What follows belongs to an exercise in optimizing a design on an open flow for small area; a production flow would make more cautious choices.
The RTL was checked by simulation tests, not by an equivalence proof against the original design.
Power and IR drop assume default switching activity.

== 01-08 ==
==> module oscq_cmp32, before the edit <==
module oscq_cmp32 (input wire [31:0] a, input wire [31:0] b, output wire gt);
    localparam L = 20, H = 32 - L;
    wire [31:0] bn = ~b;
    wire [L:0] cl;
    wire [H:0] c0;
    wire [H:0] c1;
    assign cl[0] = 1'b0;
    assign c0[0] = 1'b0;
    assign c1[0] = 1'b1;
    genvar i;
    generate
        for (i = 0; i < L; i = i + 1) begin : g_l
            oscq_gtc u_l  (.a(a[i]), .bn(bn[i]), .ci(cl[i]), .co(cl[i+1]));
        end
        for (i = 0; i < H; i = i + 1) begin : g_h
            oscq_gtc u_h0 (.a(a[L + i]), .bn(bn[L + i]), .ci(c0[i]), .co(c0[i+1]));
            oscq_gtc u_h1 (.a(a[L + i]), .bn(bn[L + i]), .ci(c1[i]), .co(c1[i+1]));
        end
    endgenerate
    assign gt = cl[L] ? c1[H] : c0[H];
endmodule
==> module oscq_wsel, before the edit <==
module oscq_wsel (input wire s1, input wire v1, input wire s2, input wire v2, input wire s3, input wire v3,
                  input wire s4, input wire v4, input wire s5, input wire v5, input wire s6, input wire v6,
                  input wire x, output wire y);
    wire n1, n2;
    oscq_aoi222 u_1 (.a(s1), .b(v1), .c(s2), .d(v2), .e(s3), .f(v3), .y(n1));
    oscq_aoi222 u_2 (.a(s4), .b(v4), .c(s5), .d(v5), .e(s6), .f(v6), .y(n2));
    assign y = x ^ ~(n1 & n2);
endmodule
==> module oscq_add32, before the edit <==
module oscq_add32 (input wire [31:0] a, input wire [31:0] b, output wire [31:0] s);
    localparam L = 19, H = 32 - L;
    wire [L:0]   cl;
    wire [H:0]   ch;
    wire [H-1:0] h0;
    oscq_ha u_l0 (.a(a[0]), .b(b[0]), .s(s[0]),  .co(cl[1]));
    oscq_ha u_h0 (.a(a[L]), .b(b[L]), .s(h0[0]), .co(ch[1]));
    genvar i;
    generate
        for (i = 1; i < L; i = i + 1) begin : g_rl
            oscq_fa u_l (.a(a[i]), .b(b[i]), .c(cl[i]), .s(s[i]), .co(cl[i+1]));
        end
        for (i = 1; i < H; i = i + 1) begin : g_rh
            oscq_fa u_h (.a(a[L + i]), .b(b[L + i]), .c(ch[i]), .s(h0[i]), .co(ch[i+1]));
        end
    endgenerate
    wire [H-1:0] p;
    assign p[0] = 1'b1;
    generate
        for (i = 1; i < H; i = i + 1) begin : g_p
            assign p[i] = p[i-1] & h0[i-1];
        end
    endgenerate
    assign s[31:L] = h0 ^ (p & {H{cl[L]}});
endmodule
Settings: LEC_CHECK=0, CAP_MARGIN=20, CORE_MARGIN=2, CORE_UTILIZATION=40, SLEW_MARGIN=20, SYNTH_HIERARCHICAL=1, SYNTH_MEMORY_MAX_BITS=16384; clock period 10.0 ns.
run.sh (not shown) runs the stock make flow with config.mk's settings and CLKGATE_MAP_FILE= SYNTH_SCRIPT=/design/flow/synth_recipe.tcl, a recipe that flattens the netlist after the stock synthesis.
The following lists how 09-27 was set up differently from 01-08:
==> flow/design.v, changed modules only <==
module oscq_cmp32 (input wire [31:0] a, input wire [31:0] b, output wire gt);
    wire [31:0] bn = ~b;
    wire [16:0] cl;
    wire [16:0] c0;
    wire [16:0] c1;
    assign cl[0] = 1'b0;
    assign c0[0] = 1'b0;
    assign c1[0] = 1'b1;
    genvar i;
    generate
        for (i = 0; i < 16; i = i + 1) begin : g_c
            oscq_gtc u_l  (.a(a[i]),      .bn(bn[i]),      .ci(cl[i]), .co(cl[i+1]));
            oscq_gtc u_h0 (.a(a[16 + i]), .bn(bn[16 + i]), .ci(c0[i]), .co(c0[i+1]));
            oscq_gtc u_h1 (.a(a[16 + i]), .bn(bn[16 + i]), .ci(c1[i]), .co(c1[i+1]));
        end
    endgenerate
    assign gt = cl[16] ? c1[16] : c0[16];
endmodule
module oscq_wsel (input wire s1, input wire v1, input wire s2, input wire v2, input wire s3, input wire v3,
                  input wire s4, input wire v4, input wire s5, input wire v5, input wire s6, input wire v6,
                  input wire x, output wire y);
    assign y = x ^ ((s1 & v1) | (s2 & v2) | (s3 & v3) | (s4 & v4) | (s5 & v5) | (s6 & v6));
endmodule
module oscq_add32 (input wire [31:0] a, input wire [31:0] b, output wire [31:0] s);
    wire [16:0] cl;
    wire [16:0] ch;
    wire [15:0] h0;
    oscq_ha u_l0 (.a(a[0]),  .b(b[0]),  .s(s[0]), .co(cl[1]));
    oscq_ha u_h0 (.a(a[16]), .b(b[16]), .s(h0[0]), .co(ch[1]));
    genvar i;
    generate
        for (i = 1; i < 16; i = i + 1) begin : g_rc
            oscq_fa u_l (.a(a[i]),      .b(b[i]),      .c(cl[i]), .s(s[i]),  .co(cl[i+1]));
            oscq_fa u_h (.a(a[16 + i]), .b(b[16 + i]), .c(ch[i]), .s(h0[i]), .co(ch[i+1]));
        end
    endgenerate
    wire [15:0] p;
    assign p[0] = 1'b1;
    generate
        for (i = 1; i < 16; i = i + 1) begin : g_p
            assign p[i] = p[i-1] & h0[i-1];
        end
    endgenerate
    assign s[31:16] = h0 ^ (p & {16{cl[16]}});
endmodule
Results
- Final cell count was lower in the run labelled 01-08.
- 09-27 finished every stage and its layout cleared the timing, DRC and antenna checks.
- Taking 01-08 as the reference point, the average wire length per cell after detail routing of 09-27 falls by 0.50%.
- Smallest setup slack after layout: 09-27 vs 01-08 up 270 ps
- Per the comparison of 09-27 with 01-08, power consumed by the clock network picked up an extra about 3.5%; time the worst path needs with I/O delays and setup -270 ps; critical-path maximum fanout has increased; global-route wire length before repair rose about 1.4%; post-detailed-placement cell area went up by about 1.5%.


oscq, a different RTL version from the one above (not shown whole).
For scale: roughly 1200 cells after synthesis, ~91 I/O pins.
==> module oscq_cmp32, before the edit <==
module oscq_cmp32 (input wire [31:0] a, input wire [31:0] b, output wire gt);
    localparam L = 22, H = 32 - L;
    wire [31:0] bn = ~b;
    wire [L:1] cl;
    wire [H:1] c0;
    wire [H:1] c1;
    assign cl[1] = a[0] & bn[0];
    assign c0[1] = a[L] & bn[L];
    assign c1[1] = a[L] | bn[L];
    genvar i;
    generate
        for (i = 1; i < L; i = i + 1) begin : g_l
            oscq_gtc u_l  (.a(a[i]), .bn(bn[i]), .ci(cl[i]), .co(cl[i+1]));
        end
        for (i = 1; i < H; i = i + 1) begin : g_h
            oscq_gtc u_h0 (.a(a[L + i]), .bn(bn[L + i]), .ci(c0[i]), .co(c0[i+1]));
            oscq_gtc u_h1 (.a(a[L + i]), .bn(bn[L + i]), .ci(c1[i]), .co(c1[i+1]));
        end
    endgenerate
    assign gt = cl[L] ? c1[H] : c0[H];
endmodule
==> module oscq_add32, before the edit <==
module oscq_add32 (input wire [31:0] a, input wire [31:0] b, output wire [31:0] s);
    localparam L = 21, H = 32 - L;
    wire [L:0]   cl;
    wire [H:0]   ch;
    wire [H-1:0] h0;
    oscq_ha u_l0 (.a(a[0]), .b(b[0]), .s(s[0]),  .co(cl[1]));
    oscq_ha u_h0 (.a(a[L]), .b(b[L]), .s(h0[0]), .co(ch[1]));
    genvar i;
    generate
        for (i = 1; i < L; i = i + 1) begin : g_rl
            oscq_fa u_l (.a(a[i]), .b(b[i]), .c(cl[i]), .s(s[i]), .co(cl[i+1]));
        end
        for (i = 1; i < H; i = i + 1) begin : g_rh
            oscq_fa u_h (.a(a[L + i]), .b(b[L + i]), .c(ch[i]), .s(h0[i]), .co(ch[i+1]));
        end
    endgenerate
    wire [H-1:0] p;
    assign p[0] = 1'b1;
    generate
        for (i = 1; i < H; i = i + 1) begin : g_p
            assign p[i] = p[i-1] & h0[i-1];
        end
    endgenerate
    assign s[31:L] = h0 ^ (p & {H{cl[L]}});
endmodule
Settings: LEC_CHECK=0, CAP_MARGIN=20, CORE_MARGIN=2, CORE_UTILIZATION=40, SLEW_MARGIN=20, SYNTH_HIERARCHICAL=1, SYNTH_MEMORY_MAX_BITS=16384; clock period 10.0 ns.
standard.sh (not shown) runs the stock make flow with config.mk's settings and CLKGATE_MAP_FILE= SYNTH_SCRIPT=/design/flow/synth_recipe.tcl, a recipe that flattens the netlist after the stock synthesis.
==> flow/flow/run.sh <==
#!/bin/bash
# Own layout flow: the standard layout (standard.sh: ORFS synthesis unchanged,
# then floorplan to finish) with two layout options changed:
#  - ports are buffered with the small sky130_fd_sc_hd__buf_1 instead of the
#    buffer that buffer_ports picks by itself (still one buffer on every input
#    and output port);
#  - clock tree synthesis builds the tree from sky130_fd_sc_hd__clkbuf_8 and
#    inserts no dummy loads.
# Every tool's output goes to the ORFS logs under orfs/logs and, for the make
# run as a whole, to standard.log in this folder.
set -euo pipefail
export BUFFER_PORTS_ARGS="-buffer_cell sky130_fd_sc_hd__buf_1"
export CTS_ARGS="-sink_clustering_enable -repair_clock_nets -dont_use_dummy_load -buf_list sky130_fd_sc_hd__clkbuf_8"
bash standard.sh > standard.log 2>&1
Change:
--- a/flow/design.v
+++ b/flow/design.v
@@ -449,13 +449,13 @@
     endgenerate
 endmodule
 module oscq_gtc (input wire a, input wire bn, input wire ci, output wire co);
     assign co = (a & bn) | (ci & (a | bn));
 endmodule
 module oscq_cmp32 (input wire [31:0] a, input wire [31:0] b, output wire gt);
-    localparam L = 22, H = 32 - L;
+    localparam L = 20, H = 32 - L;
     wire [31:0] bn = ~b;
     wire [L:1] cl;
     wire [H:1] c0;
     wire [H:1] c1;
     assign cl[1] = a[0] & bn[0];
     assign c0[1] = a[L] & bn[L];
@@ -627,13 +627,13 @@
     assign zn = ~(z & ~a);
 endmodule
 module oscq_zc_p (input wire zn, input wire a, output wire z);
     assign z = ~(zn | a);
 endmodule
 module oscq_add32 (input wire [31:0] a, input wire [31:0] b, output wire [31:0] s);
-    localparam L = 21, H = 32 - L;
+    localparam L = 19, H = 32 - L;
     wire [L:0]   cl;
     wire [H:0]   ch;
     wire [H-1:0] h0;
     oscq_ha u_l0 (.a(a[0]), .b(b[0]), .s(s[0]),  .co(cl[1]));
     oscq_ha u_h0 (.a(a[L]), .b(b[L]), .s(h0[0]), .co(ch[1]));
     genvar i;
The new run produced a clean layout.
Critical path depth is lower by 1.
Cell count is higher by 0.36%.
Global-route usage is lower by 0.16 points.
Routed wire length is higher by 0.48%.
Clock power is higher by about 1%.
Non-clock buffer count is lower by 2.
Worst setup slack improved by 0.70 ns.
Core utilization stays flat.
Final area hardly moves.
Die area is higher by 0.66%.
Hold slack stays flat.
Count of clock-buffer cells in the layout stays the same.
Power is about the same.
Via count hardly moves.

==> separate check: timing with driven ports <==
How much do the figures lean on ideal ports? The routed layouts below were timed once more, with nothing changed but the port constraints. Step 1 (the two cells are an assumption about what drives the block):
set clk [get_ports {clk}]
set_driving_cell -lib_cell sky130_fd_sc_hd__clkbuf_16 $clk
set_driving_cell -lib_cell sky130_fd_sc_hd__buf_2 [delete_from_list [all_inputs] $clk]
Step 2 also shifts input and output timing later by t, the mid clock arrival at the registers, as if the neighbouring blocks saw the same clock. Three values: ideal, step 1, step 2; two values: the first two.
| run | shift t [ns] | slack for setup (ns) | worst setup path at the end |
|---|---|---|---|
| 01-08 | 0.489 | 0.990 / 0.990 / 0.990 | register to register |
| 09-27 | 0.484 | 1.260 / 1.260 / 1.049 | input to register |
| the first run of note 2 | 0.489 | 0.404 / 0.404 / 0.404 | register to register |
| the second run of note 2 | 0.492 | 1.104 / 1.104 / 1.104 | register to register |
After both steps every run listed still meets setup and hold. The setup slack of 09-27, which loses most, moves by 0.000 ns with the drivers and by -0.211 ns with both steps.
